Context: an optimization exercise on an open-source flow, tuned for small area, a short achievable clock period and few clock cycles. The choices shown serve that exercise and are no tape-out recipe.
The RTL was checked by simulation tests, not by an equivalence proof against the original design.
No activity file was given, so power comes from the tool's default toggle rates.

### flow/run.sh
#!/bin/bash
# synth_recipe.tcl (not shown) runs the flow's synth.tcl, then flattens the netlist and writes it again
# the make line also repeats each setting of config.mk as NAME=value (left out here)
make -C /OpenROAD-flow-scripts/flow DESIGN_CONFIG=/design/flow/config.mk WORK_HOME=/design/flow/orfs CLKGATE_MAP_FILE= SYNTH_SCRIPT=/design/flow/synth_recipe.tcl finish
### flow/design.v
module pdm_decim (
    input  wire        clk,
    input  wire        rst,         
    input  wire [2:0]  cfg_ratio,   
    input  wire [1:0]  cfg_nch,     
    input  wire        cfg_bord,    
    input  wire [7:0]  cfg_gain,    
    input  wire        in_valid,
    output wire        in_ready,
    input  wire [7:0]  in_data,
    output reg         out_valid,
    input  wire        out_ready,
    output reg  [15:0] out_data,
    output reg  [1:0]  out_chan
);
    localparam W = 23;   
    localparam S_IDLE = 3'd0;
    localparam S_BIT  = 3'd1;
    localparam S_CIC  = 3'd2;
    localparam S_SCL  = 3'd3;
    localparam S_DIV  = 3'd4;
    localparam S_HB   = 3'd5;
    localparam S_OUT  = 3'd6;
    reg [4:0] grp_bytes;    
    reg [2:0] log2_pow2;    
    reg [6:0] div_odd;      
    always @(*) begin
        case (cfg_ratio)
            3'd0: begin grp_bytes = 5'd2;  log2_pow2 = 3'd4; div_odd = 7'd1;   end
            3'd1: begin grp_bytes = 5'd3;  log2_pow2 = 3'd3; div_odd = 7'd27;  end
            3'd2: begin grp_bytes = 5'd4;  log2_pow2 = 3'd5; div_odd = 7'd1;   end
            3'd3: begin grp_bytes = 5'd6;  log2_pow2 = 3'd4; div_odd = 7'd27;  end
            3'd4: begin grp_bytes = 5'd8;  log2_pow2 = 3'd6; div_odd = 7'd1;   end
            3'd5: begin grp_bytes = 5'd10; log2_pow2 = 3'd4; div_odd = 7'd125; end
            3'd6: begin grp_bytes = 5'd16; log2_pow2 = 3'd7; div_odd = 7'd1;   end
            default: begin grp_bytes = 5'd10; log2_pow2 = 3'd4; div_odd = 7'd125; end
        endcase
    end
    wire cascade = (cfg_ratio == 3'd7);
    wire [8:0] gain_biased = {cfg_gain[7], cfg_gain} + 9'd132;    
    wire [8:0] gain_div    = gain_biased / 9'd6;
    wire [5:0] gain_q      = gain_div[5:0];                        
    wire signed [7:0] gain_exp = $signed({2'b00, gain_q}) - 8'sd22;
    wire signed [7:0] scale_exp_c = gain_exp + 8'sd12 - $signed({3'b000, log2_pow2, 1'b0})
                                    - $signed({5'b00000, log2_pow2});
    reg signed [7:0] scale_exp;
    reg        [6:0] div_odd_q;
    always @(posedge clk) begin
        scale_exp <= scale_exp_c;
        div_odd_q <= div_odd;
    end
    reg [4*W-1:0]  integ1, integ2, integ3;
    reg [4*W-1:0]  comb1, comb2, comb3;
    reg [4*W-1:0]  fir1, fir2;
    reg [4*16-1:0] hb1, hb2, hb3, hb4, hb5, hb6;
    reg [3:0]      hb_phase;
    reg [2:0]  state;
    reg [7:0]  cur_byte;
    reg [2:0]  bit_cnt;
    reg [1:0]  ch;           
    reg [4:0]  grp_cnt;      
    reg [47:0] div_rem;      
    reg [14:0] quot;
    reg [3:0]  div_step;
    reg        sat;
    assign in_ready = (state == S_IDLE);
    wire cur_bit = cfg_bord ? cur_byte[bit_cnt] : cur_byte[3'd7 - bit_cnt];
    wire [W-1:0] level = cur_bit ? {{(W-1){1'b0}}, 1'b1} : {W{1'b1}};
    wire [W-1:0] i1_cur = integ1[ch*W +: W];
    wire [W-1:0] i2_cur = integ2[ch*W +: W];
    wire [W-1:0] i3_cur = integ3[ch*W +: W];
    wire [W-1:0] i1_nxt = i1_cur + level;
    wire [W-1:0] i2_nxt = i2_cur + i1_nxt;
    wire [W-1:0] i3_nxt = i3_cur + i2_nxt;
    wire [W-1:0] cx0 = i3_cur;
    wire [W-1:0] cx1 = cx0 - comb1[ch*W +: W];
    wire [W-1:0] cx2 = cx1 - comb2[ch*W +: W];
    wire [W-1:0] cx3 = cx2 - comb3[ch*W +: W];
    wire signed [W-1:0] cn  = cx3;
    wire signed [W-1:0] f1  = fir1[ch*W +: W];
    wire signed [W-1:0] f2  = fir2[ch*W +: W];
    wire signed [26:0] fir_n = 27'sd10 * {{4{f1[W-1]}}, f1} - {{4{cn[W-1]}}, cn}
                               - {{4{f2[W-1]}}, f2};
    reg  signed [26:0] fir_q;    
    wire [26:0] fir_mag = fir_q[26] ? -fir_q : fir_q;
    wire [5:0] e_pos = (scale_exp > 8'sd23) ? 6'd23 : scale_exp[5:0];
    wire [5:0] k_neg = -scale_exp[5:0];
    wire [47:0] p_pos = ({21'd0, fir_mag} << e_pos) + {42'd0, div_odd_q[6:1]};
    wire [47:0] p_neg_num = {20'd0, fir_mag, 1'b0} + ({41'd0, div_odd_q} << k_neg);
    wire [47:0] p_neg = p_neg_num >> (k_neg + 6'd1);
    wire [47:0] p_val = scale_exp[7] ? p_neg : p_pos;
    wire [47:0] sat_lim = {26'd0, div_odd_q, 15'd0};
    wire [15:0] prim_mag = {1'b0, quot};
    wire        neg = fir_q[26];
    wire [15:0] prim = sat ? (neg ? 16'h8000 : 16'h7fff)
                           : (neg ? -prim_mag : prim_mag);
    wire signed [15:0] h2 = hb2[ch*16 +: 16];
    wire signed [15:0] h3 = hb3[ch*16 +: 16];
    wire signed [15:0] h4 = hb4[ch*16 +: 16];
    wire signed [15:0] h6 = hb6[ch*16 +: 16];
    wire signed [15:0] hp = prim;
    wire signed [22:0] hb_y = 23'sd9 * {{7{h2[15]}}, h2} + 23'sd16 * {{7{h3[15]}}, h3}
                              + 23'sd9 * {{7{h4[15]}}, h4}
                              - {{7{hp[15]}}, hp} - {{7{h6[15]}}, h6};
    wire [22:0] hb_mag = hb_y[22] ? -hb_y : hb_y;
    wire [22:0] hb_rnd = (hb_mag + 23'd16) >> 5;
    wire [15:0] hb_out = hb_y[22] ? ((hb_rnd > 23'd32768) ? 16'h8000 : -hb_rnd[15:0])
                                  : ((hb_rnd > 23'd32767) ? 16'h7fff : hb_rnd[15:0]);
    always @(posedge clk) begin
        if (rst) begin
            state     <= S_IDLE;
            cur_byte  <= 8'd0;
            bit_cnt   <= 3'd0;
            ch        <= 2'd0;
            grp_cnt   <= 5'd0;
            fir_q     <= 27'sd0;
            div_rem   <= 48'd0;
            quot      <= 15'd0;
            div_step  <= 4'd0;
            sat       <= 1'b0;
            integ1    <= 0;
            integ2    <= 0;
            integ3    <= 0;
            comb1     <= 0;
            comb2     <= 0;
            comb3     <= 0;
            fir1      <= 0;
            fir2      <= 0;
            hb1       <= 0;
            hb2       <= 0;
            hb3       <= 0;
            hb4       <= 0;
            hb5       <= 0;
            hb6       <= 0;
            hb_phase  <= 4'd0;
            out_valid <= 1'b0;
            out_data  <= 16'd0;
            out_chan  <= 2'd0;
        end else begin
            case (state)
                S_IDLE: begin
                    if (in_valid) begin
                        cur_byte <= in_data;
                        bit_cnt  <= 3'd0;
                        state    <= S_BIT;
                    end
                end
                S_BIT: begin
                    integ1[ch*W +: W] <= i1_nxt;
                    integ2[ch*W +: W] <= i2_nxt;
                    integ3[ch*W +: W] <= i3_nxt;
                    bit_cnt <= bit_cnt + 3'd1;
                    if (bit_cnt == 3'd7) begin
                        if (grp_cnt == grp_bytes - 5'd1) begin
                            state <= S_CIC;
                        end else begin
                            state <= S_IDLE;
                            if (ch == cfg_nch) begin
                                ch      <= 2'd0;
                                grp_cnt <= grp_cnt + 5'd1;
                            end else begin
                                ch <= ch + 2'd1;
                            end
                        end
                    end
                end
                S_CIC: begin
                    comb1[ch*W +: W] <= cx0;
                    comb2[ch*W +: W] <= cx1;
                    comb3[ch*W +: W] <= cx2;
                    fir1[ch*W +: W]  <= cx3;
                    fir2[ch*W +: W]  <= f1;
                    fir_q    <= fir_n;
                    state    <= S_SCL;
                end
                S_SCL: begin
                    sat      <= (p_val >= sat_lim);
                    div_rem  <= p_val;
                    quot     <= 15'd0;
                    div_step <= 4'd0;
                    state    <= S_DIV;
                end
                S_DIV: begin
                    if (!sat && div_rem >= ({41'd0, div_odd} << (4'd14 - div_step))) begin
                        div_rem <= div_rem - ({41'd0, div_odd} << (4'd14 - div_step));
                        quot[4'd14 - div_step] <= 1'b1;
                    end
                    if (div_step == 4'd14) begin
                        div_step <= 4'd0;
                        state    <= S_HB;
                    end else begin
                        div_step <= div_step + 4'd1;
                    end
                end
                S_HB: begin
                    if (ch == cfg_nch) begin
                        ch      <= 2'd0;
                        grp_cnt <= 5'd0;
                    end else begin
                        ch <= ch + 2'd1;
                    end
                    if (cascade) begin
                        hb1[ch*16 +: 16] <= prim;
                        hb2[ch*16 +: 16] <= hb1[ch*16 +: 16];
                        hb3[ch*16 +: 16] <= hb2[ch*16 +: 16];
                        hb4[ch*16 +: 16] <= hb3[ch*16 +: 16];
                        hb5[ch*16 +: 16] <= hb4[ch*16 +: 16];
                        hb6[ch*16 +: 16] <= hb5[ch*16 +: 16];
                        hb_phase[ch] <= ~hb_phase[ch];
                        if (hb_phase[ch]) begin
                            out_valid <= 1'b1;
                            out_data  <= hb_out;
                            out_chan  <= ch;
                            state     <= S_OUT;
                        end else begin
                            state     <= S_IDLE;
                        end
                    end else begin
                        out_valid <= 1'b1;
                        out_data  <= prim;
                        out_chan  <= ch;
                        state     <= S_OUT;
                    end
                end
                S_OUT: begin
                    if (out_ready) begin
                        out_valid <= 1'b0;
                        state     <= S_IDLE;
                    end
                end
                default: state <= S_IDLE;
            endcase
        end
    end
endmodule
### flow/constraint.sdc
create_clock -name core_clock -period 12.0 [get_ports {clk}]
set_input_delay 2.4000 -clock core_clock [delete_from_list [all_inputs] [get_ports {clk}]]
set_output_delay 2.4000 -clock core_clock [all_outputs]
set_load 0.01 [all_outputs]
### flow/config.mk
export PLATFORM = sky130hd
export DESIGN_NAME = pdm_decim
export DESIGN_NICKNAME = pdm_decim
export VERILOG_FILES = /design/flow/design.v
export SDC_FILE = /design/flow/constraint.sdc
export NUM_CORES = 4
export LEC_CHECK = 0
export CAP_MARGIN = 20
export CORE_MARGIN = 2
export CORE_UTILIZATION = 40
export PLACE_DENSITY = 0.6
export SLEW_MARGIN = 20
==> impl_metrics.yaml <==
final_layout:
  syn_to_final_growth_pct: 9.48
  fillerInstances: 18800
  nets: 9296
  stdcell_count: 11500
  final_cell_mix: "nor2_1 (1,561), dfxtp_1 (1,265), a22oi_1 (1,059)"
  drive_above_1_share: 0.0962
  final_common_cell: "nor2_1"
pwr:
  p_int_mw: 14.4
  power_frac_clock: 0.164
  seqPwrFrac: 0.155
  p_sw_frac: 0.489
  power.density_nw_per_um2: 328
  combinationalPowerShare: 0.681
  leakage_nw: 31.6
  ir_drop_mv: 0.715
  p_switching_mw: 13.8
min_path:
  hold_class: "reg2reg"
synth:
  syn-num-nets: 9641
  synthesis.area_um2: 78700
  ys_async_sr_fraction: 0
  avgSynthCellArea_um2: 8.66
  syn-instance-count: 9097
  synthFlopType: "dfxtp_1"
  synth_cell_types: 121
  synth-seq-area-share: 0.323
  yosys_warnings: 1
  synth_seq_cells: 1270
  synth_edf_count: 0
outcome:
  status: "finished clean"
timing:
  finalHoldViolCount: 0
  setup_violations: 0
  fin_crit_ns: 10.83
  slew_violations: 0
  relSlewSlack: 0.195
  final.setup_skew_ns: 0.0437
  max_clock_freq_ghz: 0.0923
  worst_slew_pin_slew_ns: 1.21
  rsz0062_at_grt: "no"
  finalCritPeriodShare: 0.902
  tns_ns: 0
setup_path:
  required_ns: 12.65
  path_max_fanout: 29
  worst_setup_path_end_kind: "flop"
  critPathMaxStageDelay_ns: 0.79
  cp_top_family: "compound AO/OA/AOI/OAI gates"
  start_kind: "flop"
  crit_buf_inv: 0
  cpMaxStageDelayCell: "a2111oi_0"
  crit_type: "reg2reg"
  arrival_ns: 11.48
cts:
  clkTransAtPathRegs_ns: 0.06
  clockBufferDepth: 3
  clock_latency_ns: 0.80
  cts.sinks: 1270
  hold_buffers: 0
  clockRootBuffer: "clkbuf_16"
  htreeDepth: 4
  cts_made_buffers: 144
  cts_tree: "done"
place:
  port_buffers: 44
  dp_cells: 11200
  dp_hpwl_um: 153000
  globalplace.congestion: 0.939
global_routing:
  grt_pass1_wl_um: 375000
  gr-usage-met3: 0.0285
  grt_pass1_vias: 66700
  grt_usage: 0.229
  met2_usage: 0.385
  met1_usage: 0.306
  grt_overflow: 0
  grt_max_degree: 217
  top_usage_layer: "met2"
  antenna_found_initial: 2
floorplan:
  start_util: 0.403
  chipWidth_um: 448
  die_height_um: 448
  dieArea_um2: 200000
  boundaryPins: 46
  fp-row-count: 162
  core_area_um2: 195000
drt:
  drtIter0Drc: 6314
  vias_per_cell: 6.05
  num_vias: 69500
  ant_nets: 0
  drt-total-wl_um: 237000
  drc: 0
  wl_per_cell_um: 20.6
  firstDrtPassIters: 6
job:
  max_cap_violations: 0
## layer usage
metal,part of all wire,vias to the layer above
li1,-,32700
met1,0.44,34300
met2,0.48,2073
met3,0.055,376
met4,0.027,2
met5,0.000030,-
## flip-flops by register name, summed over array words and instances, names as in the netlist, 5 cells and up
| signal | flops |
|---|---|
| hb1 | 64 |
| fir_q | 27 |
| out_data | 16 |
| grp_cnt | 5 |
| fir2 | 92 |
| hb3 | 64 |
| fir1 | 92 |
| comb3 | 92 |
| quot | 15 |
| comb1 | 92 |
| hb2 | 64 |
| comb2 | 92 |
| integ3 | 92 |
| cur_byte | 8 |
| hb4 | 64 |
| hb6 | 64 |
| integ2 | 92 |
| scale_exp | 8 |
| div_rem | 48 |
| integ1 | 92 |
| hb5 | 64 |
## logic make-up (layout without fill, tap and decap cells)
logic type                 Yosys count  in the layout  share of synthesized area
adders and majority gates          518            518                     0.0939
buffers and inverters             1061            830                     0.0518
xor gates and xnor gates           271            271                     0.0308
muxes                              392            392                     0.0988
DFF                               1270           1270                      0.323
other                                0              1                          0
AOI/OAI and AO/OA                 2590           2590                      0.232
and+or+nand+nor                   2995           2995                      0.170
## timing repair
item / CTS / global route
setup buffers: 0 / 0
gates resized for setup: 0 / 1
setup endpoints to repair: 0 / 1
## layout make-up
type                            instances  area, um2  share of cell area
Clock buffer                          202       4130              0.0479
Timing Repair Buffer                  177       1510              0.0175
Tap cell                             2624       3280              0.0381
Inverter                              393       1480              0.0171
Sequential cell                      1270      25400               0.295
Multi-Input combinational cell       6766      49500               0.574
Antenna cell                            1       2.50           0.0000290
Clock inverter                         58        852             0.00988
## power groups by stage
stage | combinational (mW) | clock [mW] | sequential [mW]
finish | 19.2 | 4.62 | 4.39
floorplan | 14.5 | 0 | 4.43
global placement | 18.9 | 0 | 4.48
detailed placement | 19.0 | 0 | 4.49
CTS | 19.2 | 4.72 | 4.39
global route | 21.3 | 4.88 | 4.40
## cell usage after synthesis (223+ instances only)
| master | instances | area (um2) |
|---|---|---|
| clkbuf_1 | 535 | 2010 |
| a21oi_1 | 403 | 2020 |
| mux4_2 | 305 | 6870 |
| inv_1 | 391 | 1470 |
| nand2_1 | 474 | 1780 |
| o21ai_0 | 295 | 1480 |
| ha_1 | 396 | 4950 |
| dfxtp_1 | 1270 | 25400 |
| nand3_1 | 223 | 1120 |
| nor2_1 | 1576 | 5920 |
| a22oi_1 | 1059 | 7950 |
## worst register-to-register path: cells and delay by family (launching register included)
kind	cells	cell delay [ns]
flops	1	0.76
simple gates	11	2.27
xor+xnor	2	0.76
fa+ha+maj	5	1.95
mux	1	0.83
compound gates	15	4.15
## final timing paths
kind / start / to / slack, ns / cells after the start
min reg2reg: cur_byte[6]$_SDFFE_PP0P_ / cur_byte[6]$_SDFFE_PP0P_ / 0.46 / 2
max: ch[0]$_SDFFE_PP0P_ / fir_q[26]$_SDFFE_PP0P_ / 1.17 / 34
min: cur_byte[6]$_SDFFE_PP0P_ / cur_byte[6]$_SDFFE_PP0P_ / 0.46 / 2
max reg2reg: ch[0]$_SDFFE_PP0P_ / fir_q[26]$_SDFFE_PP0P_ / 1.17 / 34
## metrics by stage
stage               cell area (um2)  total power [mW]  setup slack, ns  hold slack (ns)   util
floorplan                     78700              18.9             1.45            0.436      -
global placement              81200              23.4            0.953            0.445  0.416
detailed placement            81200              23.5            0.906            0.449  0.416
CTS                           86200              28.3            0.825            0.457  0.442
global route                  86200              30.6            0.246            0.474  0.442
finish                        86200              28.3             1.17            0.457  0.442
Testbench counts, summed over its fixed seeds: cycles 245,520.

[port drivers added, routing unchanged]
How much do the figures lean on ideal ports? The routed layout below was timed once more, with nothing changed but the port constraints.
Step 1 sets driving cells, clkbuf_16 on the clock port and buf_2 on the other inputs (assumed; they add their load-dependent delay and slew).
Step 2 moves the port delays by t, midway between the first and last clock arrival at a register: inputs arrive t later, outputs are due t later. That takes back most of the time a late clock gives input paths.
a / b / c = no drivers / after step 1 / after step 2; a / b = the first two.
t, ns: 0.855
setup WS [ns]: 1.171 / 1.171 / 1.171
worst data-port slew with drivers (ns): 0.05
After both steps this run still meets setup and hold. The setup slack of this run moves by 0.000 ns with the drivers and by 0.000 ns with both steps.
